Background: an optimization exercise with open tools, aiming at small area, a short achievable clock period and few clock cycles. Do not read the settings as production practice.
Function was checked by simulation only, so behaviour that the tests miss may differ from the original.
Power and IR drop assume default switching activity.

== tundra ==
## link_rx
module link_rx (
    input  wire        clk,
    input  wire        rst,
    input  wire        in_valid,
    output wire        in_ready,
    input  wire [7:0]  in_data,
    input  wire        cmd_valid,
    output wire        cmd_ready,
    input  wire [7:0]  cmd_op,
    input  wire [7:0]  cmd_id,
    input  wire [31:0] cmd_region,
    input  wire [7:0]  cmd_size,
    output reg         rsp_valid,
    output reg         rsp_bool,
    output wire [7:0]  rsp_val,
    output wire        mem_valid,
    input  wire        mem_ready,
    output wire [31:0] mem_addr,
    output wire [7:0]  mem_data
);
For scale: ~120 I/O pins, about 0.047 mm² of cells after synthesis.
export LEC_CHECK = 0
export ABC_CLOCK_PERIOD_IN_PS = 2300
export CAP_MARGIN = 20
export CORE_MARGIN = 2
export CORE_UTILIZATION = 55
export CTS_CLUSTER_DIAMETER = 85
export CTS_CLUSTER_SIZE = 26
export PLACE_DENSITY = 0.7
export SETUP_SLACK_MARGIN = 5.0
export SLEW_MARGIN = 20
export TNS_END_PERCENT = 100
create_clock -name core_clock -period 7.5 [get_ports {clk}]
standard.sh (not shown) runs the stock make flow with config.mk's settings and CLKGATE_MAP_FILE= SYNTH_SCRIPT=/design/flow/synth_recipe.tcl, a recipe that flattens the netlist after the stock synthesis.
==> flow/flow/run.sh <==
#!/bin/bash
# The standard layout (standard.sh, the standard flow's own ORFS flow) with two changes:
# - the ports are buffered with sky130_fd_sc_hd__buf_4 instead of the cell
#   buffer_ports picks by itself (a clkdlybuf4s50_1 delay cell); every port
#   still gets its buffer and timing repair may resize it afterwards;
# - clock tree synthesis adds no dummy loads (same clustering settings as
#   config.mk's CTS_CLUSTER_SIZE / CTS_CLUSTER_DIAMETER).
set -euo pipefail
export BUFFER_PORTS_ARGS="-buffer_cell sky130_fd_sc_hd__buf_4"
export CTS_ARGS="-sink_clustering_enable -repair_clock_nets -sink_clustering_size 26 -sink_clustering_max_diameter 85 -dont_use_dummy_load"
bash standard.sh finish > standard.log 2>&1
Testbench counts of tundra, summed over its fixed seeds: cycles 33,236.
Relative to tundra, the following input files were edited for xenon:
-- flow/config.mk --
<<< tundra, line 8
export ABC_CLOCK_PERIOD_IN_PS = 2300
>>> xenon, line 8
export ABC_CLOCK_PERIOD_IN_PS = 2800
<<< tundra, line 11
export CORE_UTILIZATION = 55
>>> xenon, line 11
export CORE_UTILIZATION = 62
<<< tundra, line 14
export PLACE_DENSITY = 0.7
export SETUP_SLACK_MARGIN = 5.0
>>> xenon, line 14
export PLACE_DENSITY = 0.78
export SETUP_SLACK_MARGIN = 4.7
==> comparison <==
xenon reached the final stage; the timing, design-rule and antenna checks on its layout passed.
Going from tundra to xenon, final worst-path cycle share now sits at about the same level; clock transition at the registers of the reported paths now sits at about the same level.
In the tables for xenon and tundra, power density normalized to cell area reads lower with xenon.
Between xenon and tundra, the total track usage is lower for tundra.
Looking at capture point of the worst path, the mem_addr[11] result is from xenon; the mem_addr[1] one comes from tundra.
Per the comparison of xenon with tundra, total length of routed wires fell by 5400 µm, maximum ir drop on the vdd rail fell by about 27%, global routing met3 resource utilization rose by 1.1 points, share of layout cells above drive strength 1 fell by 3.5 points.
Share of total power in combinational logic was lower in xenon than in tundra.
Inputs modified between xenon and violet:
-- flow/config.mk --
<<< xenon, line 8
export ABC_CLOCK_PERIOD_IN_PS = 2800
>>> violet, line 8
export ABC_CLOCK_PERIOD_IN_PS = 2500
<<< xenon, line 11
export CORE_UTILIZATION = 62
>>> violet, line 11
export CORE_UTILIZATION = 55
<<< xenon, line 14
export PLACE_DENSITY = 0.78
export SETUP_SLACK_MARGIN = 4.7
>>> violet, line 14
export PLACE_DENSITY = 0.7
export SETUP_SLACK_MARGIN = 4.8
==> summary.txt <==
Diff violet and xenon: total die area higher in violet. Relative to xenon, met1 routing resource usage after global routing has decreased by 2.4 points in violet. Of violet and xenon, the lower worst hold slack belongs to xenon. Compare violet and xenon | maximum net fanout on the critical path lower: violet. The number of rows created at floorplan of violet is higher than that of xenon. Cell internal power dissipation in violet is about 0.5% higher than in xenon. In the tables for violet and xenon, final core utilization reads lower with violet. violet vs xenon, cell area after placement went up by 0.52%.
The inputs of ember differ from those of violet as listed below.
-- flow/config.mk --
<<< violet, line 8
export ABC_CLOCK_PERIOD_IN_PS = 2500
>>> ember, line 8
export ABC_CLOCK_PERIOD_IN_PS = 2800
<<< violet, line 11
export CORE_UTILIZATION = 55
>>> ember, line 11
export CORE_UTILIZATION = 62
<<< violet, line 14
export PLACE_DENSITY = 0.7
export SETUP_SLACK_MARGIN = 4.8
>>> ember, line 14
export PLACE_DENSITY = 0.75
export SETUP_SLACK_MARGIN = 4.7
==> comparison <==
- Row final critical path time including I/O delays and setup: ember lower / violet higher
- From violet to ember the numbers moved as follows: post-detailed-placement half-perimeter wirelength shrank by about 3%; internal power contribution shrank by 0.67%.
- As far as clock-pin slew on the worst setup and hold paths is concerned, violet and ember perform about the same.
- Of violet and ember, ember shows the lower final cell count, with violet above it.
- Looking at overall die area, ember sits below violet.
- Summary — length in cells of the worst reg-to-reg path, ember relative to violet: higher, by 2.
- Delta(clock share of power, ember - violet) < 0
- In the flow results for violet and ember, the routed via count divided by cell count is smaller on violet.
- From violet to ember the numbers moved as follows: power consumption lost about 0.75%, routed wire length lost 1.9%.

-- what the ideal ports hide --
No port has a modelled driver above. Below, the same layouts with a new extraction and two added sets of constraints.
Step 1 assumes that a clkbuf_16 drives the clock port and a buf_2 every other input.
Step 2 times the ports against the registers' clock, not the clock port: input delays grow and output delays shrink by t, the midpoint of the rising clock arrivals with the driver on.
Slacks: ideal / step 1 / step 2; pairs: ideal / step 1.
run | t, ns | setup WS [ns] | hold WS [ns] | worst setup path at the end | worst register clock-pin slew, ns
tundra | 0.682 | 4.715 / 4.651 / 4.337 | 0.476 / 0.476 / 0.476 | input to register | 0.11 / 0.11
xenon | 0.685 | 4.718 / 4.656 / 4.263 | 0.488 / 0.488 / 0.488 | input to register | 0.11 / 0.11
violet | 0.685 | 4.725 / 4.659 / 4.213 | 0.496 / 0.496 / 0.496 | input to register | 0.11 / 0.11
ember | 0.684 | 4.740 / 4.674 / 4.243 | 0.487 / 0.487 / 0.487 | input to register | 0.11 / 0.11
After both steps every run listed still meets setup and hold. For violet, which loses most, drivers alone change the setup slack by -0.066 ns; drivers and shift together by -0.512 ns.
